Background: an optimization exercise with open tools, aiming at small area. Do not read the settings as production practice.
In this exercise RTL edits were held to simulation tests only and were not proved equivalent to the original.
No activity file was given, so power comes from the tool's default toggle rates.

`flow/config.mk`:
```
export PLATFORM = sky130hd
export DESIGN_NAME = mmb4l_link
export DESIGN_NICKNAME = mmb4l_link
export VERILOG_FILES = /design/flow/design.v
export SDC_FILE = /design/flow/constraint.sdc
export NUM_CORES = 4
export LEC_CHECK = 0
export CAP_MARGIN = 20
export CORE_MARGIN = 2
export CORE_UTILIZATION = 52
export CTS_BUF_LIST = sky130_fd_sc_hd__clkbuf_8
export CTS_CLUSTER_DIAMETER = 45
export CTS_CLUSTER_SIZE = 14
export GPL_TIMING_DRIVEN = 0
export SLEW_MARGIN = 20
```
`flow/standard.sh`:
```
#!/bin/bash
# synth_recipe.tcl (not shown) runs the flow's synth.tcl, then flattens the netlist and writes it again
# the make line also repeats each setting of config.mk as NAME=value (left out here)
make -C /OpenROAD-flow-scripts/flow DESIGN_CONFIG=/design/flow/config.mk WORK_HOME=/design/flow/orfs CLKGATE_MAP_FILE= SYNTH_SCRIPT=/design/flow/synth_recipe.tcl "${@:-finish}"
```
`flow/constraint.sdc`:
```
create_clock -name core_clock -period 18.0 [get_ports {clk}]
set_input_delay 3.6000 -clock core_clock [delete_from_list [all_inputs] [get_ports {clk}]]
set_output_delay 3.6000 -clock core_clock [all_outputs]
set_load 0.01 [all_outputs]
```
`flow/flow/run.sh`:
```
#!/bin/bash
# Layout flow: the standard synthesis, then the combinational logic of
# that netlist re-mapped by ABC for area (every register cell, its name and
# its type kept as synthesis made them), then the standard layout steps.
# Port buffers use the smallest buffer cell; the clock tree gets no dummy
# loads. Each tool's output goes to a
# log file of its own in this folder.
set -euo pipefail
export BUFFER_PORTS_ARGS="-buffer_cell sky130_fd_sc_hd__buf_1"
# Clock tree as configured in config.mk, without dummy balancing loads
export CTS_ARGS="-sink_clustering_enable -repair_clock_nets -sink_clustering_size 14 -sink_clustering_max_diameter 45 -buf_list sky130_fd_sc_hd__clkbuf_8 -dont_use_dummy_load"
R=$PWD/orfs/results/$FLOW_PLATFORM/mmb4l_link/base
LIB=$FLOW_HOME/platforms/$FLOW_PLATFORM/lib/sky130_fd_sc_hd__tt_025C_1v80.lib
YOSYS=$FLOW_HOME/../tools/install/yosys/bin/yosys
[ -x "$YOSYS" ] || YOSYS=yosys

bash standard.sh synth > std_synth.log 2>&1
cp $R/1_2_yosys.v std_netlist.v
grep -oE 'sky130_fd_sc_hd__e?dfxtp_1 +[^ (]+' std_netlist.v | sort > regs_std.txt

# ABC scripts tried; the smallest result whose registers match is kept
I="topo; strash; dch; amap -F 5"
printf "strash; dc2; dch -f; amap -F 5; $I; $I\n" > reopt1.abc
printf "strash; dch; amap -F 10 -A 10; $I; $I\n" > reopt2.abc
printf "strash; ifraig; dc2; dch -f; amap -F 5; $I; $I\n" > reopt3.abc
printf "strash; dc2; dch -f; amap\n" > reopt4.abc
J="topo; strash; dch; amap -F 10 -A 10"
printf "strash; dch; amap -F 10 -A 10; $J; $J; $J; $J; $J\n" > reopt5.abc
best=""; best_area=""
for n in 1 2 3 4 5; do
  cat > reopt$n.ys <<EOS
read_liberty -ignore_miss_func $LIB
read_verilog std_netlist.v
hierarchy -top $FLOW_TOP
blackbox sky130_fd_sc_hd__dfxtp_1 sky130_fd_sc_hd__edfxtp_1 sky130_fd_sc_hd__conb_1
setattr -set keep 1 t:sky130_fd_sc_hd__dfxtp_1 t:sky130_fd_sc_hd__edfxtp_1
flatten
hierarchy -top $FLOW_TOP
opt -purge
abc -liberty $LIB -dont_use sky130_fd_sc_hd__lpflow_bleeder_1 -dont_use sky130_fd_sc_hd__lpflow_clkbufkapwr_1 -dont_use sky130_fd_sc_hd__lpflow_clkbufkapwr_16 -dont_use sky130_fd_sc_hd__lpflow_clkbufkapwr_2 -dont_use sky130_fd_sc_hd__lpflow_clkbufkapwr_4 -dont_use sky130_fd_sc_hd__lpflow_clkbufkapwr_8 -dont_use sky130_fd_sc_hd__lpflow_clkinvkapwr_1 -dont_use sky130_fd_sc_hd__lpflow_clkinvkapwr_16 -dont_use sky130_fd_sc_hd__lpflow_clkinvkapwr_2 -dont_use sky130_fd_sc_hd__lpflow_clkinvkapwr_4 -dont_use sky130_fd_sc_hd__lpflow_clkinvkapwr_8 -dont_use sky130_fd_sc_hd__lpflow_decapkapwr_12 -dont_use sky130_fd_sc_hd__lpflow_decapkapwr_3 -dont_use sky130_fd_sc_hd__lpflow_decapkapwr_4 -dont_use sky130_fd_sc_hd__lpflow_decapkapwr_6 -dont_use sky130_fd_sc_hd__lpflow_decapkapwr_8 -dont_use sky130_fd_sc_hd__lpflow_inputiso0n_1 -dont_use sky130_fd_sc_hd__lpflow_inputiso0p_1 -dont_use sky130_fd_sc_hd__lpflow_inputiso1n_1 -dont_use sky130_fd_sc_hd__lpflow_inputiso1p_1 -dont_use sky130_fd_sc_hd__lpflow_inputisolatch_1 -dont_use sky130_fd_sc_hd__lpflow_isobufsrc_1 -dont_use sky130_fd_sc_hd__lpflow_isobufsrc_16 -dont_use sky130_fd_sc_hd__lpflow_isobufsrc_2 -dont_use sky130_fd_sc_hd__lpflow_isobufsrc_4 -dont_use sky130_fd_sc_hd__lpflow_isobufsrc_8 -dont_use sky130_fd_sc_hd__lpflow_isobufsrckapwr_16 -dont_use sky130_fd_sc_hd__lpflow_lsbuf_lh_hl_isowell_tap_1 -dont_use sky130_fd_sc_hd__lpflow_lsbuf_lh_hl_isowell_tap_2 -dont_use sky130_fd_sc_hd__lpflow_lsbuf_lh_hl_isowell_tap_4 -dont_use sky130_fd_sc_hd__lpflow_lsbuf_lh_isowell_4 -dont_use sky130_fd_sc_hd__lpflow_lsbuf_lh_isowell_tap_1 -dont_use sky130_fd_sc_hd__lpflow_lsbuf_lh_isowell_tap_2 -dont_use sky130_fd_sc_hd__lpflow_lsbuf_lh_isowell_tap_4 -dont_use sky130_fd_sc_hd__probe_p_8 -dont_use sky130_fd_sc_hd__probec_p_8  -script reopt$n.abc
opt_clean -purge
tee -o reopt$n.stat stat -liberty $LIB
write_verilog -noattr -nohex -nodec reopt$n.v
EOS
  "$YOSYS" -l reopt$n.log -s reopt$n.ys > /dev/null 2>&1 || continue
  grep -oE 'sky130_fd_sc_hd__e?dfxtp_1 +[^ (]+' reopt$n.v | sort > regs_$n.txt
  cmp -s regs_std.txt regs_$n.txt || continue
  a=$(grep -oE "Chip area for module .*: [0-9.]+" reopt$n.stat | awk '{print $NF}' | head -1)
  [ -n "$a" ] || continue
  if [ -z "$best" ] || awk "BEGIN{exit !($a < $best_area)}"; then best=$n; best_area=$a; fi
done
echo "best: $best $best_area" > reopt_choice.log
if [ -n "$best" ] && [ -s regs_std.txt ]; then
  cp reopt$best.v $R/1_2_yosys.v
  touch $R/1_2_yosys.v
fi
bash standard.sh > std_layout.log 2>&1
```
`flow/design.v`:
```
module cmd_check;
endmodule
module mmb4l_link #(
  parameter integer W = 320,
  parameter integer H = 240,
  parameter [7:0] PREAMBLE_BYTE  = 8'hAA,
  parameter integer MAX_FRAME_LEN = 2990,
  parameter integer MIN_FRAME_LEN = 7
) (
  input  wire        clk,
  input  wire        rst,
  input  wire        in_valid,
  input  wire [7:0]  in_byte,
  input  wire        link_reset,
  output reg         pay_valid,
  output reg  [7:0]  pay_byte,
  output reg         frame_valid,
  output wire [7:0]  frame_cmd,
  output wire [11:0] frame_plen,
  output reg         drop_valid,
  output reg  [3:0]  drop_code,
  output reg         flush_valid,
  output wire [14:0] flush_x1,
  output wire [14:0] flush_y1,
  output wire [14:0] flush_x2,
  output wire [14:0] flush_y2
);
  function automatic [18:0] add18(input [17:0] a, input [17:0] b, input ci);
    integer i;
    reg c;
    begin
      c = ci;
      for (i = 0; i < 18; i = i + 1) begin
        add18[i] = a[i] ^ b[i] ^ c;
        c = (a[i] & b[i]) | (c & (a[i] ^ b[i]));
      end
      add18[18] = c;
    end
  endfunction
  reg  [2:0]  st;         
  reg  [11:0] idx;        
  reg  [11:0] plen;       
  reg  [7:0]  csum;
  reg  [2:0]  k;          
  reg  [15:0] lox, loy;   
  reg  [15:0] hix, hiy;   
  reg  [6:0]  s;          
  reg         hw;         
  reg         zf;         
  reg  [14:0] sub;        
  reg  [9:0]  m;          
  reg  [1:0]  m3;         
  reg  [14:0] budget;
  reg         over;       
  assign frame_cmd  = {1'b0, k, 1'b0, k};
  assign frame_plen = plen;
  wire is_fill = (k == 3'd1);
  wire is_draw = (k == 3'd2);
  wire is_blit = (k == 3'd3);
  wire is_scrl = (k == 3'd4);
  wire [7:0]  csum_next = csum ^ in_byte;
  wire        is_cmd = (in_byte == 8'h11) || (in_byte == 8'h22) || (in_byte == 8'h33) ||
                       (in_byte == 8'h44) || (in_byte == 8'h55);
  wire [15:0] L = {in_byte, plen[7:0]};
  wire        l_over  = (in_byte > 8'd11) || ((in_byte == 8'd11) && (plen[7:0] > 8'd174));
  wire        l_short = (in_byte == 8'd0) && (plen[7:0] < 8'd7);
  wire [18:0] p_new = add18({6'd0, L[11:0]}, 18'h3FFF9, 1'b0);    
  wire        at5 = !idx[1];
  wire        dsg = !is_draw;
  wire [15:0] dop_a = {in_byte, at5 ? hix[7:0] : hiy[7:0]};
  wire [15:0] dop_b = at5 ? lox : (is_draw ? hix[15:0] : loy);
  wire [18:0] dsum = add18({1'b0, dop_a[15] & dsg, dop_a}, ~{1'b0, dop_b[15] & dsg, dop_b}, 1'b1);
  wire        d_neg = dsum[16];
  wire        swp = d_neg && (dsg || !at5);    
  wire [18:0] dabs = add18({1'b0, dsum[16:0] ^ {17{d_neg}}}, {17'd0, d_neg}, 1'b1);
  wire [16:0] r = dabs[16:0];
  wire [15:0] c_lo   = swp ? dop_a : dop_b;     
  wire [15:0] c_hi   = swp ? dop_b : dop_a;
  wire [16:0] m_src  = is_draw ? {1'b0, c_lo} : r;
  wire [16:0] s_src  = is_draw ? {1'b0, c_hi} : r;
  wire        in8 = (idx[11:3] == 9'd1);      
  wire        at15 = in8 && (idx[2:0] == 3'd7);
  wire        m_zero = (m == 10'd0);
  wire [3:0]  mlo_cmp = {1'b0, idx[2:0]} + ~{1'b0, m[2:0]} + 4'd1;    
  wire        act = (is_draw && in8) ? ((m[9:3] != 7'd0) || mlo_cmp[3]) : !m_zero;
  wire [18:0] bsum = add18({3'd0, budget}, ~{3'd0, sub}, 1'b1);    
  wire        b_borrow = bsum[17];
  wire        by8 = is_draw && at15;
  wire [3:0]  mlo_dec = {1'b0, m[2:0]} + 4'hF;
  wire [2:0]  m_lo = by8 ? m[2:0] : mlo_dec[2:0];
  wire        m_bor = by8 || mlo_dec[3];
  wire [18:0] mhi_dec = add18({11'd0, m[9:3]}, 18'h3FFFF, !m_bor);
  wire [9:0]  m_next = (by8 && m[9:3] == 7'd0) ? 10'd0 : {mhi_dec[6:0], m_lo};
  wire        step0 = (idx[2:0] == 3'd0);
  wire        sbit  = step0 ? in_byte[7] : s[~idx[2:0]];
  wire [15:0] wv    = hw ? {1'b0, sub} : {6'd0, m};
  wire [15:0] hv    = hw ? {6'd0, m} : {1'b0, sub};
  wire [18:0] xh_m1 = add18({{10{lox[15]}}, lox[15:8]}, 18'h3FFFF, 1'b0);
  wire [18:0] yh_m1 = add18({{10{loy[15]}}, loy[15:8]}, 18'h3FFFF, 1'b0);
  wire [16:0] ax_in = step0 ? xh_m1[16:0] : {hix[15], hix};
  wire [16:0] ay_in = step0 ? yh_m1[16:0] : {hiy[15], hiy};
  wire [18:0] ax_t  = add18({ax_in, lox[~idx[2:0]]}, {2'd0, sbit ? wv : 16'd0}, 1'b1);
  wire [18:0] ay_t  = add18({ay_in, loy[~idx[2:0]]}, {2'd0, sbit ? hv : 16'd0}, 1'b1);
  wire        ax_sat = !ax_t[17] && (ax_t[16] || ax_t[15]);
  wire        ay_sat = !ay_t[17] && (ay_t[16] || ay_t[15]);
  wire lx_big = !lox[15] && ((lox[14:9] != 6'd0) || (lox[8] && (lox[7] || lox[6])));
  wire hx_big = !hix[15] && ((hix[14:9] != 6'd0) || (hix[8] && (hix[7] || hix[6])));
  wire ly_big = !loy[15] && ((loy[14:8] != 7'd0) || (loy[7:4] == 4'hF));
  wire hy_big = !hiy[15] && ((hiy[14:8] != 7'd0) || (hiy[7:4] == 4'hF));
  wire empty = lx_big || hix[15] || ly_big || hiy[15] || (is_draw && zf);
  wire [8:0] cx1 = lox[15] ? 9'd0 : lox[8:0];
  wire [8:0] cx2 = hx_big ? 9'd319 : hix[8:0];
  wire [7:0] cy1 = loy[15] ? 8'd0 : loy[7:0];
  wire [7:0] cy2 = hy_big ? 8'd239 : hiy[7:0];
  assign flush_x1 = {6'd0, cx1 & {9{!is_scrl}}};
  assign flush_y1 = {7'd0, cy1 & {8{!is_scrl}}};
  assign flush_x2 = {6'd0, is_scrl ? 9'd319 : cx2};
  assign flush_y2 = {7'd0, is_scrl ? 8'd239 : cy2};
  wire short_p = is_fill ? (plen < 12'd11) :
                 is_draw ? (budget[14:7] == 8'd0) || over || !m_zero :
                 is_blit ? (budget[14:3] == 12'd0) || over || !m_zero :
                 is_scrl ? (plen[11:1] == 11'd0) : 1'b0;
  wire do_flush = is_scrl || ((is_fill || is_draw || is_blit) && !empty);
  wire at_end = (idx == plen);
  wire [3:0] dcode = link_reset   ? 4'd7 :
                     (st < 3'd3)  ? 4'd1 :
                     (st == 3'd3) ? 4'd2 :
                     (st == 3'd5) ? (l_over ? 4'd3 : 4'd4) :
                     (csum_next != 8'd0) ? 4'd6 : 4'd8;
  always @(posedge clk) begin
    pay_valid   <= 1'b0;
    frame_valid <= 1'b0;
    drop_valid  <= 1'b0;
    flush_valid <= 1'b0;
    pay_byte    <= in_byte;
    drop_code   <= dcode;
    if (rst) begin
      st <= 3'd0;
    end else if (link_reset) begin
      if (st != 3'd0) begin
        drop_valid <= 1'b1;
      end
      st <= 3'd0;
    end else if (in_valid) begin
      csum <= csum_next;
      case (st)
        3'd0, 3'd1, 3'd2: begin
          if (st == 3'd0) csum <= in_byte;
          if (in_byte == PREAMBLE_BYTE) begin
            st <= st + 3'd1;
          end else begin
            if (st != 3'd0) begin
              drop_valid <= 1'b1;
            end
            st <= 3'd0;
          end
        end
        3'd3: begin
          k <= in_byte[2:0];
          if (is_cmd) begin
            st <= 3'd4;
          end else begin
            drop_valid <= 1'b1;
            st <= 3'd0;
          end
        end
        3'd4: begin
          plen[7:0] <= in_byte;
          st <= 3'd5;
        end
        3'd5: begin
          idx  <= 12'd0;
          plen <= p_new[11:0];
          budget <= is_draw ? {p_new[11:0], 3'd0} : {3'd0, p_new[11:0]};
          if (l_over) begin
            drop_valid <= 1'b1;
            st <= 3'd0;
          end else if (l_short) begin
            drop_valid <= 1'b1;
            st <= 3'd0;
          end else begin
            st <= 3'd6;
          end
        end
        default: begin
          if (at_end) begin
            st <= 3'd0;
            if (csum_next != 8'd0) begin
              drop_valid <= 1'b1;
            end else begin
              frame_valid <= 1'b1;
              if (short_p) begin
                drop_valid <= 1'b1;
              end else begin
                flush_valid <= do_flush;
              end
            end
          end else begin
            pay_valid <= 1'b1;
            idx <= idx + 12'd1;
            case (idx)
              12'd0: lox[7:0]  <= in_byte;
              12'd1: lox[15:8] <= in_byte;
              12'd2: loy[7:0]  <= in_byte;
              12'd3: loy[15:8] <= in_byte;
              12'd4: hix[7:0]  <= in_byte;
              12'd5: begin
                lox <= c_lo;
                hix <= c_hi;
                sub <= (s_src[16:15] != 2'd0) ? 15'h7FFF : s_src[14:0];
              end
              12'd6: hiy[7:0]  <= in_byte;
              12'd7: begin
                if (!is_draw) loy <= c_lo;
                hiy <= c_hi;
                if (is_draw) sub <= (s_src[16:15] != 2'd0) ? 15'h7FFF : s_src[14:0];
                hw     <= d_neg;
                zf     <= (c_lo == 16'd0);
                m      <= m_src[9:0];
                m3     <= 2'd0;
                over   <= (m_src[16:10] != 7'd0);
              end
              12'd8: begin
                s <= in_byte[6:0];
                if (in_byte == 8'd0) zf <= 1'b1;
              end
              default: ;
            endcase
            if (idx[11:3] != 9'd0) begin
              if (act) begin
                budget <= bsum[14:0];
                if (b_borrow) over <= 1'b1;
              end
              if (is_draw) begin
                if (at15 || (!in8 && act)) m <= m_next;
              end else if (act) begin
                if (m3 != 2'd2) begin
                  m3 <= m3 + 2'd1;
                end else begin
                  m3 <= 2'd0;
                  m  <= m_next;
                end
              end
            end
            if (in8 && is_draw) begin
              hix <= ax_sat ? 16'h7FFF : ax_t[15:0];
              hiy <= ay_sat ? 16'h7FFF : ay_t[15:0];
            end
          end
        end
      endcase
    end
  end
endmodule
```
==> results of run 1 <==
==> power groups by stage <==
stage          clock (W)  sequential [W]  combinational [W]
6_report        0.000220        0.000429          0.0000513
3_3_place_gp           0        0.000438          0.0000480
3_5_place_dp           0        0.000438          0.0000489
5_1_grt         0.000227        0.000429          0.0000550
2_1_floorplan          0        0.000439          0.0000293
4_1_cts         0.000216        0.000429          0.0000491
==> worst max path at each step <==
| stage | start | endpoint | slack [ns] | depth (start not counted) |
|---|---|---|---|---|
| floorplan | k[2] | sub[1] | 5.43 | 63 |
| global placement | k[2] | sub[13] | 0.05 | 55 |
| detailed placement | in_byte[0] | sub[13] | 3.35 | 41 |
| CTS | idx[1] | sub[13] | 3.56 | 61 |
| global route | idx[1] | sub[13] | 1.85 | 61 |
| finish | idx[1] | sub[13] | 3.08 | 61 |
==> state kept, by name (all words and copies together), names as in the netlist, 10 cells and up <==
register and flops:
hix 16, m 10, sub 15, loy 16
hiy 16, lox 16, plen 12, idx 12
budget 15
==> cell type report <==
class | instances | area (sq um) | area share, %
multi-input cells | 1168 | 6260 | 48.3
flip-flops and latches | 170 | 4910 | 37.9
inverters | 197 | 741 | 5.72
repair buffers | 91 | 459 | 3.54
well taps | 280 | 350 | 2.70
clock buffers | 17 | 234 | 1.81
==> stage by stage <==
step / utilization (%) / std cells / area [sq um] / hold slack (ns) / setup WS [ns]
6_report: 58.8 / 1923 / 13000 / 0.507 / 3.08
2_1_floorplan: - / 1535 / 11800 / 0.452 / 5.43
3_5_place_dp: 57.6 / 1904 / 12700 / 0.490 / 3.35
4_1_cts: 58.7 / 1921 / 12900 / 0.503 / 3.56
5_1_grt: 58.8 / 1923 / 13000 / 0.545 / 1.85
3_3_place_gp: 56.7 / 1894 / 12500 / 0.482 / 0.0477
==> critical path: cells and delay by family, from the launching register on <==
kind	cells	cell delay [ns]
AOI/OAI and AO/OA	22	6.81
buffers and inverters	11	2.97
DFF	1	0.50
and+or+nand+nor	28	4.31
==> routing by layer <==
layer / vias to the layer above / routed length, microns
li1: 5927 / -
met1: 5951 / 18800
met2: 875 / 19200
met3: 109 / 5880
met4: 0 / 1780
met5: - / 0
==> key figures, run 1 <==
Die
  – Die height: 154 microns
  – Core ar.: 22,000 sq um
  – Num rows: 54
  – Initial Util: 53.3%
  – Number of I/O pins: 108
  – Die area: 23,800 sq um
  – Die W: 154 microns

Timing
  – Clk_skew: 0.0293 ns
  – Final period util: 82.9%
  – Endpoints failing hold: 0
  – TNS Setup: 0 ns
  – Final Max Tran Viols: 0
  – Unrepaired setup endpoints after global routing: false
  – Fmax: 67.0 MHz
  – Fin crit period: 14.92 ns
  – # setup viols final: 0
  – Slew @ Worst Pin: 1.20 ns
  – Slew HR: 19.8%

Power
  – Cell Pwr Density: 54.1 nW/um^2
  – Cell leakage power: 4.10 nW
  – Maximum VDD drop: 0.0403 mV
  – Switching power total: 0.000175 W
  – Clock power share: 31.5%
  – Total power: 0.000701 W
  – Sequential power share: 61.2%
  – Internal power: 0.000525 W
  – Sw Ratio: 25.0%
  – Combinational Power Share: 7.3%

Clock tree
  – H-tree Lvls: 4
  – Clock-pin slew on the worst setup and hold paths: 0.09 ns
  – CTS Buf Count: 17
  – Clock Latency Late Sink: 0.49 ns
  – CTS Sinks: 170
  – Root Driver: clkbuf_8
  – Setup bufs post-CTS: 0
  – Clock Path Buffers: 2
  – CTS resizes: 0
  – CTS tree: yes
  – Hold_buf cts: 0

Layout
  – Final net count: 1,657
  – N_diodes: 0
  – Fill cells: 2,117
  – Share of cells above drive strength 1: 2.50%
  – Area growth, synth to finish: 10.3%
  – Commonest non-fill, non-tap cell in the layout: nor2_1
  – Most frequent cells in the layout: nor2_1, clkinv_1, o21ai_0

GRT
  – GR Overflow Total: 0
  – Gr usage total: 37.8%
  – Met3 Track Usage GR: 8.46%
  – Initial antenna violation count: 0
  – Pin count of the biggest net entering global routing: 41
  – First-pass GRT wire length: 68.0 mm
  – Grt met2 use: 55.4%
  – Vias in the first global route: 11,300
  – Global route hottest layer: met2
  – GR met1 Demand/Resource: 54.9%

Critical path
  – Crit path largest cell delay: 1.18 ns
  – CP Class: reg2reg
  – Register-to-register setup slack: 3.08 ns
  – RR Endpoint: sub[13]
  – R2R cell count: 61
  – Worst Setup End Kind: flop
  – Slowest-stage cell, CP: nor2_1
  – Most used cell, CP: o21ai_0
  – Reg2reg start: idx[1]
  – CP Max Fanout: 31
  – CP required: 18.20 ns
  – WP data arrival: 15.12 ns
  – Crit start category: flop

Min path
  – Hold path depth: 1
  – Worst Hold Class: reg2reg
  – Hold Path Sink: st[0]
  – Worst Hold Launch: st[0]

Drt
  – Antenna-violating nets left: 0
  – WL per Instance: 23.7 microns
  – Vias per cell: 6.69
  – Initial DRT Pass Iterations: 8
  – Drt initial violations: 2,234
  – Via count: 12,900
  – DRC: 0
  – Final wirelength: 45.6 mm

Placed design
  – Gpl congestion: 0.979
  – Port bufs: 79
  – DP HPWL: 34.9 mm

Flow run
  – Max-Cap Viols: 0

Yosys
  – Post-Synthesis Cells: 1,508
  – Ys Warns: 1
  – Syn_area_per_cell: 7.79 sq um
  – Mapped Area: 11,700 sq um

Outcome
  – Outcome: timing/DRC/antenna clean
==> inputs of run 2 (changes only) <==
--- a/flow/flow/run.sh
+++ b/flow/flow/run.sh
@@ -5,4 +5,3 @@
 # Port buffers use the smallest buffer cell; the clock tree gets no dummy
-# loads. Each tool's output goes to a
-# log file of its own in this folder.
+# loads. Each tool's output goes to a log file of its own in this folder.
 set -euo pipefail
--- a/flow/config.mk
+++ b/flow/config.mk
@@ -9,3 +9,3 @@
 export CORE_MARGIN = 2
-export CORE_UTILIZATION = 52
+export CORE_UTILIZATION = 40
 export CTS_BUF_LIST = sky130_fd_sc_hd__clkbuf_8
==> key figures, run 2 <==
Power
  – Internal power: 0.000525 W
  – Switching power total: 0.000171 W
  – Sw Ratio: 24.6%
  – Cell Pwr Density: 53.3 nW/um^2
  – Clock power share: 31.0%
  – Sequential power share: 61.6%
  – Total power: 0.000697 W
  – Combinational Power Share: 7.4%
  – Maximum VDD drop: 0.0356 mV
  – Cell leakage power: 4.08 nW

Yosys
  – Syn_area_per_cell: 7.79 sq um
  – Ys Warns: 1
  – Mapped Area: 11,700 sq um
  – Post-Synthesis Cells: 1,508

GRT
  – Pin count of the biggest net entering global routing: 41
  – GR Overflow Total: 0
  – Initial antenna violation count: 0
  – Vias in the first global route: 11,400
  – Gr usage total: 30.3%
  – First-pass GRT wire length: 69.7 mm

Clock tree
  – Clock Path Buffers: 2
  – CTS resizes: 0
  – CTS Buf Count: 17
  – H-tree Lvls: 4
  – Clock-pin slew on the worst setup and hold paths: 0.09 ns
  – Hold_buf cts: 0
  – Clock Latency Late Sink: 0.50 ns
  – CTS tree: yes
  – Setup bufs post-CTS: 0
  – CTS Sinks: 170
  – Root Driver: clkbuf_8

Drt
  – Final wirelength: 47.1 mm
  – Via count: 12,700
  – DRC: 0
  – Antenna-violating nets left: 0
  – Drt initial violations: 2,141
  – Vias per cell: 6.29
  – Initial DRT Pass Iterations: 8
  – WL per Instance: 23.3 microns

Outcome
  – Outcome: timing/DRC/antenna clean

Timing
  – Hold slack: 0.505 ns
  – Fin crit period: 15.02 ns
  – Clk_skew: 0.0444 ns
  – Final Max Tran Viols: 0
  – Endpoints failing hold: 0
  – Unrepaired setup endpoints after global routing: false
  – Slew @ Worst Pin: 1.11 ns
  – # setup viols final: 0
  – Slew HR: 25.3%
  – Final period util: 83.5%
  – TNS Setup: 0 ns
  – Fmax: 66.6 MHz

Critical path
  – Crit path largest cell delay: 1.20 ns
  – RR Endpoint: sub[13]
  – Crit. Startpoint: idx[1]
  – CP Max Fanout: 31
  – CP required: 18.24 ns
  – Slowest-stage cell, CP: nor2_1
  – Worst setup endpoint: sub[13]
  – Most used cell, CP: o21ai_0
  – Reg2reg start: idx[1]
  – WP data arrival: 15.26 ns
  – Crit start category: flop
  – Worst Setup End Kind: flop
  – R2R cell count: 60
  – Register-to-register setup slack: 2.98 ns
  – CP Class: reg2reg

Die
  – Die area: 30,700 sq um
  – Initial Util: 40.8%
  – Die height: 175 microns
  – Core ar.: 28,800 sq um
  – Number of I/O pins: 108
  – Die W: 175 microns
  – Num rows: 62

Layout
  – Most frequent cells in the layout: nor2_1, clkinv_1, o21ai_0
  – N_diodes: 0
  – Share of cells above drive strength 1: 2.44%
  – Fill cells: 2,886
  – Non-Filler Instances: 2,025
  – Final net count: 1,655
  – Area growth, synth to finish: 11.2%
  – Commonest non-fill, non-tap cell in the layout: nor2_1
  – Layout Utilization: 45.4%

Placed design
  – Gpl congestion: 0.970
  – DP HPWL: 36.1 mm
  – Port bufs: 79
  – Cells after DPL: 2,008

Min path
  – Worst Hold Class: reg2reg

Flow run
  – Max-Cap Viols: 0
run 2: cell count changes in the layout (fill, tap and decap cells not counted):
cell / delta
buf_6: +2
buf_12: -1
buf_4: -1
buf_8: -1
clkbuf_2: -1
clkinv_1: -1
inv_2: +1
run 2: worst min-delay path by stage:
stage                     cells after the start  slack, ns  start    end
after floorplan                               1       0.45  st[0]  st[0]
after global placement                        1       0.47  st[0]  st[0]
after detailed placement                      1       0.49  st[0]  st[0]
after CTS                                     1       0.50  st[0]  st[0]
after global routing                          1       0.52  st[0]  st[0]
final                                         1       0.51  st[0]  st[0]
run 2: metrics by stage:
| stage | worst slack (ns) | area [sq um] |
|---|---|---|
| 2_1_floorplan | 5.43 | 11800 |
| 3_3_place_gp | 0.138 | 12600 |
| 3_5_place_dp | 3.27 | 12800 |
| 4_1_cts | 3.20 | 13100 |
| 5_1_grt | 1.60 | 13100 |
| 6_report | 2.98 | 13100 |
run 2: area by class of cell:
class / count / area (sq um) / share of cell area, %
Clock buffer: 17 / 234 / 1.79
Multi-Input combinational cell: 1168 / 6260 / 47.9
Sequential cell: 170 / 4910 / 37.6
Timing Repair Buffer: 89 / 434 / 3.32
Inverter: 197 / 741 / 5.67
Tap cell: 384 / 480 / 3.68
run 2: metal layers:
metal,up-vias,wire length [microns],global-route usage [%]
li1,5912,-,-
met1,5890,20000,43.1
met2,835,19600,44.3
met3,97,5780,7.36
met4,0,1750,11.4
met5,-,0,0
run 2: power groups by stage:
stage / sequential [W] / combinational (W) / clock [W]
finish: 0.000429 / 0.0000512 / 0.000216
global route: 0.000429 / 0.0000552 / 0.000231
CTS: 0.000429 / 0.0000492 / 0.000218
detailed placement: 0.000438 / 0.0000490 / 0
global placement: 0.000438 / 0.0000484 / 0
floorplan: 0.000439 / 0.0000293 / 0
run 2: worst max-delay path, delay by kind of cell (launching register included):
family / cells / cell delay (ns)
AOI/OAI and AO/OA: 22 / 6.60
DFF: 1 / 0.83
buffers and inverters: 10 / 3.01
and+or+nand+nor: 28 / 4.29
==> inputs of run 3 (changes only) <==
--- a/flow/flow/run.sh
+++ b/flow/flow/run.sh
@@ -27,4 +27,5 @@
 printf "strash; dch; amap -F 10 -A 10; $J; $J; $J; $J; $J\n" > reopt5.abc
+printf "strash; &get -n; &deepsyn -T 90; &put; dch -f; amap -F 10 -A 10; $J; $J\n" > reopt6.abc
 best=""; best_area=""
-for n in 1 2 3 4 5; do
+for n in 1 2 3 4 5 6; do
   cat > reopt$n.ys <<EOS
==> key figures, run 3 <==
Layout
  – Layout Utilization: 45.1%
  – Area growth, synth to finish: 11.1%
  – Commonest non-fill, non-tap cell in the layout: nor2_1
  – N_diodes: 0
  – Fill cells: 2,831
  – Final Cell Area: 12,500 sq um
  – Share of cells above drive strength 1: 2.61%
  – Most frequent cells in the layout: nor2_1, clkinv_1, edfxtp_1
  – Final net count: 1,547

Placed design
  – Gpl congestion: 0.996
  – DP Area: 12,300 sq um
  – DP HPWL: 35.1 mm
  – Port bufs: 79
  – Dpl ws: 4.86 ns

Yosys
  – Ys Warns: 1
  – Mapped Area: 11,300 sq um
  – Syn_area_per_cell: 8.05 sq um
  – Post-Synthesis Cells: 1,402

Drt
  – Initial DRT Pass Iterations: 8
  – Drt initial violations: 1,952
  – Antenna-violating nets left: 0
  – Final wirelength: 46.4 mm
  – DRC: 0
  – Via count: 12,100
  – Vias per cell: 6.31
  – WL per Instance: 24.3 microns

Critical path
  – RR Endpoint: sub[12]
  – Register-to-register setup slack: 4.11 ns
  – Reg2reg start: idx[1]
  – Crit path largest cell delay: 1.08 ns
  – Slowest-stage cell, CP: edfxtp_1
  – CP Max Fanout: 35
  – CP required: 18.22 ns
  – Crit start category: flop
  – Worst Setup End Kind: flop
  – CP Class: reg2reg
  – Most used cell, CP: nor2_1
  – R2R cell count: 48
  – WP data arrival: 14.10 ns
  – Crit. Startpoint: idx[1]
  – Worst setup endpoint: sub[12]

Power
  – Total power: 0.000707 W
  – Cell leakage power: 3.94 nW
  – Cell Pwr Density: 56.4 nW/um^2
  – Maximum VDD drop: 0.0332 mV

Clock tree
  – CTS resizes: 0
  – CTS tree: yes
  – Clock Latency Late Sink: 0.49 ns
  – CTS Sinks: 170
  – Clock Path Buffers: 2
  – H-tree Lvls: 4
  – Clock-pin slew on the worst setup and hold paths: 0.08 ns
  – Hold_buf cts: 0
  – CTS Buf Count: 17
  – Root Driver: clkbuf_8
  – Setup bufs post-CTS: 0

Timing
  – Slew @ Worst Pin: 1.13 ns
  – # setup viols final: 0
  – Final period util: 77.2%
  – Final Max Tran Viols: 0
  – TNS Setup: 0 ns
  – Worst Slack Setup Final: 4.11 ns
  – Clk_skew: 0.0505 ns
  – Fmax: 72.0 MHz
  – Endpoints failing hold: 0
  – Unrepaired setup endpoints after global routing: false
  – Fin crit period: 13.89 ns
  – Slew HR: 24.4%

GRT
  – Initial antenna violation count: 0
  – First-pass GRT wire length: 68.0 mm
  – GR met1 Demand/Resource: 45.9%
  – Met3 Track Usage GR: 5.52%
  – GR Overflow Total: 0
  – Gr usage total: 31.6%
  – Grt met2 use: 46.3%
  – Pin count of the biggest net entering global routing: 36
  – Global route hottest layer: met2
  – Vias in the first global route: 10,700

Die
  – Core ar.: 27,800 sq um
  – Die W: 172 microns
  – Initial Util: 40.6%
  – Die height: 172 microns
  – Die area: 29,600 sq um
  – Number of I/O pins: 108
  – Num rows: 61

Min path
  – Worst Hold Class: reg2reg
  – Worst Hold Launch: st[0]

Flow run
  – Max-Cap Viols: 0

Outcome
  – Outcome: timing/DRC/antenna clean
==> run 3: changes by cell type in the layout (fill, tap and decap cells not counted), moves of 6 or more <==
| cell | previous run | this run |
|---|---|---|
| xor2_1 | 13 | 1 |
| a21o_1 | 2 | 18 |
| clkinv_1 | 195 | 187 |
| o22ai_1 | 153 | 123 |
| nor2_1 | 289 | 235 |
| o211ai_1 | 14 | 2 |
| o22a_1 | 11 | 23 |
| o21ai_0 | 161 | 134 |
| o21a_1 | 9 | 24 |
| a222oi_1 | 28 | 42 |
| nand2_1 | 121 | 115 |
==> run 3: final cells by class <==
class / instances / area (sq um) / area share, %
inverters: 188 / 707 / 5.64
clock buffers: 17 / 234 / 1.87
multi-input cells: 1071 / 5830 / 46.5
flip-flops and latches: 170 / 4910 / 39.2
repair buffers: 87 / 379 / 3.02
well taps: 378 / 473 / 3.77
==> run 3: how the worst min path moves through the flow <==
stage | end | slack, ns | cells after the start
after CTS | st[0] | 0.50 | 1
after global placement | st[0] | 0.47 | 1
after floorplan | st[0] | 0.45 | 1
after global routing | st[0] | 0.52 | 1
final | st[0] | 0.49 | 1
after detailed placement | st[0] | 0.48 | 1
==> run 3: through the flow <==
stage,cells,hold slack (ns)
2_1_floorplan,1429,0.450
6_report,1911,0.493
3_5_place_dp,1894,0.484
3_3_place_gp,1886,0.469
5_1_grt,1911,0.524
4_1_cts,1911,0.502
==> run 3: metal layers <==
metal	share of wire, %	vias to the layer above
met5	0	-
met4	4.2	0
met3	12	100
met2	42	803
met1	42	5623
li1	-	5537
==> run 3: critical path: cells and delay by family (launching register included) <==
kind	cells	cell delay [ns]
and+or+nand+nor	24	5.50
buffers and inverters	4	2.08
AOI/OAI and AO/OA	20	4.98
DFF	1	1.08
==> run 3: where the power goes <==
part / switching [W] / internal, W
Clock: 0.000139 / 0.0000838
Combinational: 0.0000398 / 0.0000144
Sequential: 0.000000698 / 0.000429
Total: 0.000179 / 0.000527
==> inputs of run 4 (changes only) <==
--- a/flow/flow/run.sh
+++ b/flow/flow/run.sh
@@ -27,5 +27,7 @@
 printf "strash; dch; amap -F 10 -A 10; $J; $J; $J; $J; $J\n" > reopt5.abc
-printf "strash; &get -n; &deepsyn -T 90; &put; dch -f; amap -F 10 -A 10; $J; $J\n" > reopt6.abc
-best=""; best_area=""
-for n in 1 2 3 4 5 6; do
+for n in 6 7 8; do
+  printf "strash; &get -n; &deepsyn -T 120 -S $n; &put; dch -f; amap -F 10 -A 10; $J; $J\n" > reopt$n.abc
+done
+run_reopt() {
+  n=$1
   cat > reopt$n.ys <<EOS
@@ -44,3 +46,10 @@
 EOS
-  "$YOSYS" -l reopt$n.log -s reopt$n.ys > /dev/null 2>&1 || continue
+  "$YOSYS" -l reopt$n.log -s reopt$n.ys > /dev/null 2>&1 || true
+}
+for n in 1 2 3 4 5; do run_reopt $n; done
+for n in 6 7 8; do run_reopt $n & done
+wait
+best=""; best_area=""
+for n in 1 2 3 4 5 6 7 8; do
+  [ -s reopt$n.v ] || continue
   grep -oE 'sky130_fd_sc_hd__e?dfxtp_1 +[^ (]+' reopt$n.v | sort > regs_$n.txt
==> key figures, run 4 <==
Layout
  – Share of cells above drive strength 1: 2.85%
  – Non-Filler Instances: 1,889
  – N_diodes: 0
  – Final net count: 1,525
  – Commonest non-fill, non-tap cell in the layout: nor2_1
  – Final Cell Area: 12,400 sq um
  – Layout Utilization: 45.0%
  – Most frequent cells in the layout: nor2_1, clkinv_1, edfxtp_1
  – Area growth, synth to finish: 11.5%

Critical path
  – Register-to-register setup slack: 4.07 ns
  – Crit start category: flop
  – CP Class: reg2reg
  – CP Max Fanout: 17
  – Crit path largest cell delay: 0.89 ns
  – Most used cell, CP: nor2_1
  – Critical path buffers and inverters: 8
  – Slowest-stage cell, CP: nor2_2
  – Cell family with the largest share of critical-path delay: simple AND/OR/NAND/NOR gates
  – CP required: 18.31 ns
  – WP data arrival: 14.23 ns
  – Worst Setup End Kind: flop

Die
  – Core ar.: 27,600 sq um
  – Initial Util: 40.4%
  – Number of I/O pins: 108
  – Num rows: 61
  – Die height: 171 microns
  – Die W: 171 microns
  – Die area: 29,200 sq um

Clock tree
  – Setup bufs post-CTS: 0
  – Clock-pin slew on the worst setup and hold paths: 0.11 ns
  – Hold_buf cts: 0
  – H-tree Lvls: 4
  – CTS resizes: 0
  – Clock Latency Late Sink: 0.50 ns
  – CTS Buf Count: 17
  – Clock Path Buffers: 2
  – CTS Sinks: 170
  – Root Driver: clkbuf_8
  – CTS tree: yes

Drt
  – WL per Instance: 23.4 microns
  – Initial DRT Pass Iterations: 12
  – Via count: 11,800
  – Final wirelength: 44.3 mm
  – DRC: 0
  – Antenna-violating nets left: 0
  – Drt initial violations: 1,862
  – Vias per cell: 6.26

Timing
  – Clk_skew: 0.0479 ns
  – Slew HR: 19.5%
  – Fin crit period: 13.93 ns
  – Final Max Tran Viols: 0
  – TNS Setup: 0 ns
  – Hold slack: 0.501 ns
  – Slew @ Worst Pin: 1.20 ns
  – # setup viols final: 0
  – Endpoints failing hold: 0
  – Final period util: 77.4%
  – Unrepaired setup endpoints after global routing: false
  – Fmax: 71.8 MHz

GRT
  – First-pass GRT wire length: 64.8 mm
  – Grt met2 use: 46.3%
  – Vias in the first global route: 10,600
  – Met3 Track Usage GR: 5.94%
  – Pin count of the biggest net entering global routing: 35
  – GR Overflow Total: 0
  – Gr usage total: 30.1%
  – Global route hottest layer: met2
  – GR met1 Demand/Resource: 41.3%
  – Initial antenna violation count: 0

Placed design
  – DP Area: 12,200 sq um
  – DP HPWL: 33.9 mm
  – Cells after DPL: 1,872
  – Gpl congestion: 0.972
  – Port bufs: 79

Yosys
  – Ys Warns: 1
  – Mapped Area: 11,200 sq um
  – Post-Synthesis Cells: 1,376
  – Syn_area_per_cell: 8.10 sq um

Outcome
  – Outcome: timing/DRC/antenna clean

Power
  – Maximum VDD drop: 0.0359 mV
  – Cell leakage power: 3.97 nW
  – Cell Pwr Density: 56.2 nW/um^2

Min path
  – Worst Hold Class: reg2reg

Flow run
  – Max-Cap Viols: 0
==> run 4: area by class of cell <==
cell class | instances | area (sq um)
repair buffers | 91 | 420
multi-input cells | 1040 | 5660
well taps | 378 | 473
clock buffers | 17 | 234
inverters | 193 | 726
fillers | 2846 | 15200
flip-flops and latches | 170 | 4910
==> run 4: power breakdown <==
group	internal (W)	switching, W	total (W)
Sequential	0.000429	0.000000697	0.000430
Combinational	0.0000139	0.0000383	0.0000523
Clock	0.0000836	0.000133	0.000217
Total	0.000527	0.000172	0.000699
==> run 4: metal layers <==
layer,wire (microns),part of all wire [%],up-vias
met2,19400,44,731
met4,1900,4.3,0
met5,0,0,-
met1,18300,41,5506
met3,4690,11,120
li1,-,-,5474
==> run 4: worst register-to-register path: cells and delay by family (launching register included) <==
family	cells	cell delay [ns]
AO/OA/AOI/OAI	24	4.70
buffers and inverters	8	2.62
flip-flops	1	0.43
AND/OR/NAND/NOR	28	6.03
==> run 4: final timing paths <==
| check | start | to | cells past startpoint |
|---|---|---|---|
| worst min register to register | st[0] | st[0] | 1 |
| worst max-delay path | k[1] | sub[11] | 60 |
| worst max register to register | k[1] | sub[11] | 60 |
| worst min-delay path | st[0] | st[0] | 1 |
==> run 4: through the flow <==
step	setup slack, ns	power [W]
floorplan	7.62	0.000470
finish	4.07	0.000699
CTS	4.89	0.000697
global placement	3.01	0.000488
global route	3.03	0.000717
detailed placement	4.96	0.000489
==> inputs of run 5 (changes only) <==
--- a/flow/flow/run.sh
+++ b/flow/flow/run.sh
@@ -27,4 +27,4 @@
 printf "strash; dch; amap -F 10 -A 10; $J; $J; $J; $J; $J\n" > reopt5.abc
-for n in 6 7 8; do
-  printf "strash; &get -n; &deepsyn -T 120 -S $n; &put; dch -f; amap -F 10 -A 10; $J; $J\n" > reopt$n.abc
+for n in 6 7 8 9; do
+  printf "strash; &get -n; &deepsyn -T 150 -S $n; &put; dch -f; amap -F 10 -A 10; $J; $J\n" > reopt$n.abc
 done
@@ -49,6 +49,6 @@
 for n in 1 2 3 4 5; do run_reopt $n; done
-for n in 6 7 8; do run_reopt $n & done
+for n in 6 7 8 9; do run_reopt $n & done
 wait
 best=""; best_area=""
-for n in 1 2 3 4 5 6 7 8; do
+for n in 1 2 3 4 5 6 7 8 9; do
   [ -s reopt$n.v ] || continue
==> key figures, run 5 <==
Die
  – Die area: 29,400 sq um
  – Die height: 171 microns
  – Num rows: 61
  – Core ar.: 27,700 sq um
  – Initial Util: 40.4%
  – Die W: 171 microns
  – Number of I/O pins: 108

Layout
  – Most frequent cells in the layout: nor2_1, clkinv_1, edfxtp_1
  – Area growth, synth to finish: 11.4%
  – Final Cell Area: 12,500 sq um
  – N_diodes: 0
  – Fill cells: 2,760
  – Final net count: 1,522
  – Commonest non-fill, non-tap cell in the layout: nor2_1
  – Share of cells above drive strength 1: 2.85%

Clock tree
  – CTS resizes: 0
  – H-tree Lvls: 4
  – Clock-pin slew on the worst setup and hold paths: 0.10 ns
  – Root Driver: clkbuf_8
  – Clock Latency Late Sink: 0.50 ns
  – CTS Buf Count: 17
  – CTS Sinks: 170
  – Hold_buf cts: 0
  – Setup bufs post-CTS: 0
  – CTS tree: yes
  – Clock Path Buffers: 2

GRT
  – Initial antenna violation count: 1
  – Vias in the first global route: 10,600
  – Pin count of the biggest net entering global routing: 44
  – Gr usage total: 31.2%
  – GR Overflow Total: 0
  – First-pass GRT wire length: 67.3 mm

Timing
  – Fin crit period: 12.67 ns
  – Unrepaired setup endpoints after global routing: false
  – Fmax: 78.9 MHz
  – Slew HR: 22.4%
  – Final Max Tran Viols: 0
  – TNS Setup: 0 ns
  – Slew @ Worst Pin: 1.16 ns
  – Endpoints failing hold: 0
  – Final period util: 70.4%
  – Clk_skew: 0.0491 ns
  – # setup viols final: 0

Critical path
  – WP data arrival: 12.88 ns
  – Critical path buffers and inverters: 6
  – Slowest-stage cell, CP: edfxtp_1
  – R2R cell count: 37
  – CP Depth: 37
  – Worst Setup End Kind: flop
  – Crit path largest cell delay: 1.00 ns
  – Crit start category: flop
  – Reg2reg start: idx[1]
  – CP Class: reg2reg
  – Most used cell, CP: o22ai_1
  – RR Endpoint: sub[10]
  – Crit. Startpoint: idx[1]
  – CP Max Fanout: 43
  – Cell family with the largest share of critical-path delay: compound AO/OA/AOI/OAI gates
  – Register-to-register setup slack: 5.33 ns
  – CP required: 18.21 ns
  – Worst setup endpoint: sub[10]

Power
  – Maximum VDD drop: 0.0396 mV
  – Cell leakage power: 3.95 nW
  – Cell Pwr Density: 56.4 nW/um^2

Yosys
  – Syn_area_per_cell: 8.14 sq um
  – Post-Synthesis Cells: 1,377
  – Ys Warns: 1
  – Mapped Area: 11,200 sq um

Drt
  – Final wirelength: 45.6 mm
  – Vias per cell: 6.32
  – WL per Instance: 24.2 microns
  – Drt initial violations: 1,850
  – Antenna-violating nets left: 0
  – Via count: 11,900
  – DRC: 0
  – Initial DRT Pass Iterations: 13

Outcome
  – Outcome: timing/DRC/antenna clean

Placed design
  – Gpl congestion: 1.01
  – DP HPWL: 34.6 mm
  – DP Area: 12,200 sq um
  – Port bufs: 79

Min path
  – Worst Hold Class: reg2reg

Flow run
  – Max-Cap Viols: 0
run 5: area by class of cell:
class                           count  area [sq um]  share of cell area (%)
Sequential cell                   170          4910                    39.4
Clock buffer                       17           234                    1.87
Timing Repair Buffer               87           392                    3.14
Multi-Input combinational cell   1056          5800                    46.5
Inverter                          178           669                    5.36
Tap cell                          378           473                    3.79
run 5: where the power goes:
group          leakage (nW)  internal, W  switching [W]
logic                  2.32    0.0000134      0.0000381
clock network         0.122    0.0000837       0.000140
registers              1.51     0.000429    0.000000442
total                  3.95     0.000526       0.000178
run 5: worst register-to-register path: cells and delay by family (launching register included):
kind | cells | cell delay [ns]
AOI/OAI and AO/OA | 19 | 5.37
buffers and inverters | 6 | 2.18
DFF | 1 | 1.00
and+or+nand+nor | 12 | 3.88
run 5: worst min path at each step:
| stage | from | end | slack [ns] | cells after the start |
|---|---|---|---|---|
| floorplan | st[0] | st[0] | 0.49 | 2 |
| global placement | st[0] | st[0] | 0.51 | 2 |
| detailed placement | st[0] | st[0] | 0.54 | 2 |
| CTS | st[0] | st[0] | 0.55 | 2 |
| global route | st[0] | st[0] | 0.59 | 2 |
| finish | st[0] | st[0] | 0.56 | 2 |
run 5: stage by stage:
step / worst slack [ns] / utilization, % / power [W] / hold WS [ns] / std cells
finish: 5.33 / 45.1 / 0.000704 / 0.558 / 1886
global route: 4.53 / 45.1 / 0.000720 / 0.588 / 1886
CTS: 5.84 / 45.0 / 0.000700 / 0.550 / 1886
detailed placement: 5.40 / 44.2 / 0.000487 / 0.536 / 1869
global placement: 4.08 / 43.6 / 0.000486 / 0.507 / 1861
floorplan: 7.47 / - / 0.000467 / 0.486 / 1404
run 5: layer usage:
layer	track usage (%)	vias up	routed length, microns
li1	-	5511	-
met1	44.1	5550	19100
met2	46.7	767	19500
met3	7.11	99	5280
met4	11.2	0	1670
met5	0	-	0

-- re-timing with driven ports --
In the flow no input, the clock included, has a driving cell. The finished layouts below were timed again as built, in two steps. Step 1: set_driving_cell puts a clkbuf_16 on clk and a buf_2 on each other input, an assumption about the parent block. Step 2 also shifts input and output timing later by t, the mid clock arrival at the registers, as if the neighbouring blocks saw the same clock. Slacks: ideal / step 1 / step 2; pairs: ideal / step 1.
run | shift t [ns] | setup WS [ns] | slew at the worst register clock pin (ns) | worst slew at a driven data input, ns
run 1 | 0.514 | 3.084 / 3.084 / 3.084 | 0.10 / 0.10 | 0.03
run 2 | 0.520 | 2.977 / 2.977 / 2.977 | 0.10 / 0.10 | 0.03
run 3 | 0.514 | 4.111 / 4.111 / 4.111 | 0.13 / 0.13 | 0.03
run 4 | 0.522 | 4.075 / 4.075 / 4.075 | 0.11 / 0.11 | 0.03
run 5 | 0.528 | 5.330 / 5.330 / 4.929 | 0.12 / 0.12 | 0.03
After both steps every run listed still meets setup and hold. The setup slack of run 5, which loses most, moves by 0.000 ns with the drivers and by -0.401 ns with both steps.
